Context: an optimization exercise on an open-source flow, tuned for small area, a short achievable clock period and few clock cycles per item. The choices shown serve that exercise and are no tape-out recipe.
Function was checked by simulation only, so behaviour that the tests miss may differ from the original.
Power is estimated from default activity; no workload was simulated.

## design/flow/config.mk

```make
export PLATFORM = sky130hd
export DESIGN_NAME = ring_unit
export DESIGN_NICKNAME = ring_unit
export VERILOG_FILES = /design/flow/design.v
export SDC_FILE = /design/flow/constraint.sdc
export NUM_CORES = 4
export LEC_CHECK = 0
export CAP_MARGIN = 20
export CORE_MARGIN = 2
export CORE_UTILIZATION = 30
export SLEW_MARGIN = 20
```

## design/flow/constraint.sdc

```tcl
create_clock -name core_clock -period 11.0 [get_ports {clk}]
set_input_delay 2.2000 -clock core_clock [delete_from_list [all_inputs] [get_ports {clk}]]
set_output_delay 2.2000 -clock core_clock [all_outputs]
set_load 0.01 [all_outputs]
```

## design/flow/design.v

```verilog
module ring_unit (
    input  wire        clk,
    input  wire        rst,
    input  wire        start,
    input  wire [1:0]  op,        
    input  wire [4:0]  klog2,
    input  wire [64:0] rx,
    input  wire [64:0] ry,
    output wire        ready,
    output reg         done,
    output reg  [2:0]  err,       
    output reg  [2:0]  err_src,   
    output reg  [64:0] rz
);
    localparam LKMAX = 6;
    localparam OP_ADD = 2'd0, OP_SUB = 2'd1, OP_MUL = 2'd2, OP_INV = 2'd3;
    localparam ERR_NONE  = 3'd0, ERR_ARG = 3'd2, ERR_RANGE = 3'd3,
               ERR_NOINV = 3'd4;
    localparam S_IDLE = 2'd0, S_CHECK = 2'd1, S_MUL = 2'd2, S_INV = 2'd3;
    reg [1:0]  state;
    reg [1:0]  op_r;
    reg [4:0]  klog2_r;
    reg [64:0] a, b;         
    reg [64:0] acc;          
    reg [6:0]  cnt;          
    reg [64:0] u, v, x1, x2;  
    assign ready = (state == S_IDLE);
    wire [6:0]  kval = 7'd1 << klog2_r[2:0];
    wire [64:0] p    = (65'd1 << kval) + 65'd1;
    function [64:0] mod_add(input [64:0] x, input [64:0] y, input [64:0] m);
        reg [65:0] s;
        begin
            s = {1'b0, x} + {1'b0, y};
            if (s >= {1'b0, m})
                s = s - {1'b0, m};
            mod_add = s[64:0];
        end
    endfunction
    function [64:0] mod_sub(input [64:0] x, input [64:0] y, input [64:0] m);
        begin
            if (x >= y)
                mod_sub = x - y;
            else
                mod_sub = x + m - y;
        end
    endfunction
    function [64:0] mod_half(input [64:0] x, input [64:0] m);
        reg [65:0] s;
        begin
            if (x[0])
                s = {1'b0, x} + {1'b0, m};
            else
                s = {1'b0, x};
            mod_half = s[65:1];
        end
    endfunction
    wire [64:0] acc_dbl  = mod_add(acc, acc, p);
    wire [64:0] mul_next = b[cnt] ? mod_add(acc_dbl, a, p) : acc_dbl;
    always @(posedge clk) begin
        if (rst) begin
            state   <= S_IDLE;
            done    <= 1'b0;
            err     <= ERR_NONE;
            err_src <= 3'd0;
        end else begin
            done <= 1'b0;
            case (state)
            S_IDLE: begin
                if (start) begin
                    op_r    <= op;
                    klog2_r <= klog2;
                    a       <= rx;
                    b       <= ry;
                    state   <= S_CHECK;
                end
            end
            S_CHECK: begin
                err     <= ERR_NONE;
                err_src <= 3'd0;
                if (klog2_r > LKMAX) begin
                    err   <= ERR_ARG;
                    done  <= 1'b1;
                    state <= S_IDLE;
                end else if (a >= p) begin
                    err     <= ERR_RANGE;
                    err_src <= 3'd3;
                    done    <= 1'b1;
                    state   <= S_IDLE;
                end else if (op_r != OP_INV && b >= p) begin
                    err     <= ERR_RANGE;
                    err_src <= 3'd4;
                    done    <= 1'b1;
                    state   <= S_IDLE;
                end else begin
                    case (op_r)
                    OP_ADD: begin
                        rz    <= mod_add(a, b, p);
                        done  <= 1'b1;
                        state <= S_IDLE;
                    end
                    OP_SUB: begin
                        rz    <= mod_sub(a, b, p);
                        done  <= 1'b1;
                        state <= S_IDLE;
                    end
                    OP_MUL: begin
                        acc   <= 65'd0;
                        cnt   <= 7'd64;
                        state <= S_MUL;
                    end
                    default: begin
                        u     <= a;
                        v     <= p;
                        x1    <= 65'd1;
                        x2    <= 65'd0;
                        state <= S_INV;
                    end
                    endcase
                end
            end
            S_MUL: begin
                acc <= mul_next;
                cnt <= cnt - 7'd1;
                if (cnt == 7'd0) begin
                    rz    <= mul_next;
                    done  <= 1'b1;
                    state <= S_IDLE;
                end
            end
            S_INV: begin
                if (u == 65'd1) begin
                    rz    <= x1;
                    done  <= 1'b1;
                    state <= S_IDLE;
                end else if (v == 65'd1) begin
                    rz    <= x2;
                    done  <= 1'b1;
                    state <= S_IDLE;
                end else if (u == 65'd0) begin
                    err   <= ERR_NOINV;
                    done  <= 1'b1;
                    state <= S_IDLE;
                end else if (!u[0]) begin
                    u  <= u >> 1;
                    x1 <= mod_half(x1, p);
                end else if (!v[0]) begin
                    v  <= v >> 1;
                    x2 <= mod_half(x2, p);
                end else if (u >= v) begin
                    u  <= u - v;
                    x1 <= mod_sub(x1, x2, p);
                end else begin
                    v  <= v - u;
                    x2 <= mod_sub(x2, x1, p);
                end
            end
            endcase
        end
    end
endmodule
```

## design/flow/run.sh

```bash
#!/bin/bash
# synth_recipe.tcl (not shown) runs the flow's synth.tcl, then flattens the netlist and writes it again
# the make line also repeats each setting of config.mk as NAME=value (left out here)
make -C /OpenROAD-flow-scripts/flow DESIGN_CONFIG=/design/flow/config.mk WORK_HOME=/design/flow/orfs CLKGATE_MAP_FILE= SYNTH_SCRIPT=/design/flow/synth_recipe.tcl finish
```

==> results.yml <==
worst_setup_path:
  crit_path_max_incr_delay_ns: 0.65
  crit_buf_inv: 7
  crit_family: "simple AND/OR/NAND/NOR gates"
  crit_type: "register to register"
  setup.worst_path.start_class: "register"
  worst_setup_path_end_kind: "register"
  cpMostUsedCell: "buf_4"
  critPathArrivalTime_ns: 10.89
  cp_slowest_cell: "or4b_2"
  crit_fanout: 6
  required_ns: 11.49
worst_hold_path:
  holdCritPathClass: "register to register"
routing:
  finalWirelength_um: 370000
  first_pass_iters: 7
  viasPerCell: 5.85
  ant_nets: 0
  vias: 84800
  wl_per_cell_um: 25.5
  drtIter0Drc: 10100
  drc_errors: 0
cts:
  cts_buffer_depth: 3
  cts_tree: "done"
  clockRootBuffer: "clkbuf_16"
  cts.htree.levels: 3
  cts_made_buffers: 78
  cts.sinks: 542
  clkLatencyLatePin_ns: 0.77
  cts_hold_buf: 0
  cts.clk_slew.worst_paths_ns: 0.07
logic_synthesis:
  synth_top_cell_area_share_pct: 19.3
  async_reset_ff_share_pct: 0
  synthDistinctLibCells: 101
  yosysTopAreaCell: "edfxtp_1"
  synthCells: 10500
  synth.area.top_cells: "edfxtp_1 19%, ha_1 14%, a21oi_1 6.8%"
  seq_area_frac_synth_pct: 19.5
  yosysWarnings: 1
  synth.avg_cell_area_um2: 7.90
  synthesis.area_um2: 83300
  synth_edf_count: 534
  synthFlopType: "edfxtp_1"
  synth_seq_cells: 542
floorplanning:
  fp.dieH_um: 531
  rows: 193
  floorplan.initialDensity_pct: 30.1
  die-area_um2: 282000
  die_w_um: 531
  ioPinCount: 213
  core_um2: 276000
sta:
  slew_violations: 0
  setup_violations: 0
  tightest_slew_ns: 1.28
  rsz0062_at_grt: "no"
  slew_headroom_pct: 13.9
  fmax_ghz: 0.0962
  finalCriticalPeriod_ns: 10.39
  hold_viol: 0
  finClkSkew_ns: 0.0600
  period_share_pct: 94.5
  fin_tns_setup_ns: 0
final_layout:
  fin_nets: 12000
  syn_to_final_growth_pct: 12.2
  drive_gt1_share_pct: 4.63
  final_cell_mix: "1124 x a21oi_1, 995 x nand2_1, 934 x ha_1, 754 x nor2_1, 737 x o21ai_0"
  final_common_cell: "a21oi_1"
global_routing:
  globalRouteOverflowTotal: 0
  grt_pass1_vias: 79800
  track_usage_pct: 25.2
  grt_pass1_wl_um: 531000
  antenna_found_initial: 17
  grt_max_degree: 90
placed_design:
  gp_congestion: 1.02
  portBuffers: 212
  dp_hpwl_um: 299000
outcome:
  outcome: "timing/DRC/antenna clean"
power_and_ir_drop:
  power_density_nw_per_um2: 103
  p_total_mw: 9.64
  p_leak_nw: 38.0
  vdd_drop_max_mv: 0.120
flow_run:
  cap_violations: 0
==> cells by family (layout without fill, tap and decap cells) <==
kind of cell             after synthesis  count (layout)  synth area share [%]
flip-flops                           542             542                  19.5
adder cells (fa/ha/maj)             1131            1131                  18.7
AND/OR/NAND/NOR                     2992            2992                  17.0
buffers and inverters               1152            1148                  5.21
AO/OA/AOI/OAI                       3709            3709                  28.5
other                                  2             245               0.00902
XOR/XNOR                             900             900                  9.48
multiplexers                         112             112                  1.65
==> cell type report <==
class / instances / area, um2
fillers: 29400 / 183000
multi-input cells: 9082 / 63900
flip-flops and latches: 542 / 16200
well taps: 3705 / 4640
repair buffers: 397 / 3570
inverters: 608 / 2290
clock buffers: 90 / 2080
clock inverters: 53 / 707
diodes: 7 / 17.5
==> tightest hold or removal path, delay by kind of cell, from the launching register on <==
kind	cells	cell delay (ns)
compound gates	1	0.05
flops	1	0.31
simple gates	1	0.05
==> power breakdown <==
group / internal (mW) / total [mW] / switching, mW
registers: 2.39 / 2.57 / 0.175
logic: 1.57 / 4.22 / 2.65
clock network: 1.70 / 2.85 / 1.16
total: 5.66 / 9.64 / 3.98
==> stage by stage <==
stage | setup WS [ns] | util [%] | cells | hold slack (ns) | cell area (um2)
floorplan | 0.821 | - | 10800 | 0.476 | 84200
global placement | 0.233 | 32.7 | 14300 | 0.458 | 90500
detailed placement | 0.157 | 32.7 | 14300 | 0.458 | 90500
CTS | 0.116 | 33.8 | 14500 | 0.465 | 93300
global route | 0.0268 | 33.8 | 14500 | 0.485 | 93400
finish | 0.605 | 33.8 | 14500 | 0.458 | 93400
==> path summary, 6_finish.rpt <==
path	start	end	slack, ns	cells past startpoint
max	klog2_r[1]$_DFFE_PP_	rz[62]$_DFFE_PP_	0.61	45
min	err[0]$_SDFFE_PP0P_	err[0]$_SDFFE_PP0P_	0.46	2
min reg2reg	err[0]$_SDFFE_PP0P_	err[0]$_SDFFE_PP0P_	0.46	2
max reg2reg	klog2_r[1]$_DFFE_PP_	rz[62]$_DFFE_PP_	0.61	45
==> state kept, by name, summed over array words and instances, names as in the netlist <==
signal / flops
klog2_r: 5
x1: 65
state: 2
done: 1
err: 3
op_r: 2
err_src: 2
cnt: 7
acc: 65
u: 65
x2: 65
a: 65
b: 65
v: 65
rz: 65
==> metal layers <==
layer	part of all wire (%)	up-vias	global-route usage [%]
met4	6.1	6	13.5
met5	0.011	-	0
li1	-	39000	-
met2	43	4283	38.7
met1	42	40800	34.1
met3	9.0	699	3.65
==> cells in the mapped netlist (28+ instances only) <==
library cell,instances
a21oi_1,1130
nand2_1,1000
ha_1,938
nor2_1,757
o21ai_0,740
inv_1,598
xnor2_1,549
edfxtp_1,534
clkbuf_1,500
a21o_1,352
xor2_1,350
nand4_1,225
a31oi_1,200
fa_1,188
nor3_1,176
nand3_1,172
o21bai_1,170
a211oi_1,144
nor4_1,135
nor2b_1,112
o221ai_1,98
o31ai_1,95
mux2i_1,87
nand2b_1,84
o21a_1,82
o211ai_1,80
a221oi_1,67
and3_1,63
or3_1,61
o22ai_1,60
a221o_1,58
and2_1,54
a211o_1,48
a21boi_0,46
or2_2,40
a31o_2,36
a22oi_1,34
buf_1,32
o31a_1,28
==> what timing repair did <==
item                                    in CTS  in global routing
gates resized for setup                      0                 20
setup buffers                                0                  2
endpoints found under the setup margin       0                125
Testbench counts, summed over its fixed seeds: cycles 66,477, items 1,600.

## separate check: timing with driven ports
Ports are ideal in the flow. The routed layout listed here was re-timed in OpenROAD.
Step 1 assumes that a clkbuf_16 drives the clock port and a buf_2 every other input.
Step 2 adds t to the input delays and takes it off the output delays; t is the mean of the earliest and latest rising clock arrival at the registers after step 1. Input paths then give back, and output paths get back, about the clock's delay inside the block.
Three values: ideal, step 1, step 2; two values: the first two.
shift t [ns]: 0.836
setup WS [ns]: 0.605 / 0.605 / 0.605
worst hold slack (ns): 0.458 / 0.458 / 0.458
After both steps setup and hold are still met in this run. The setup slack of this run moves by 0.000 ns with the drivers and by 0.000 ns with both steps.
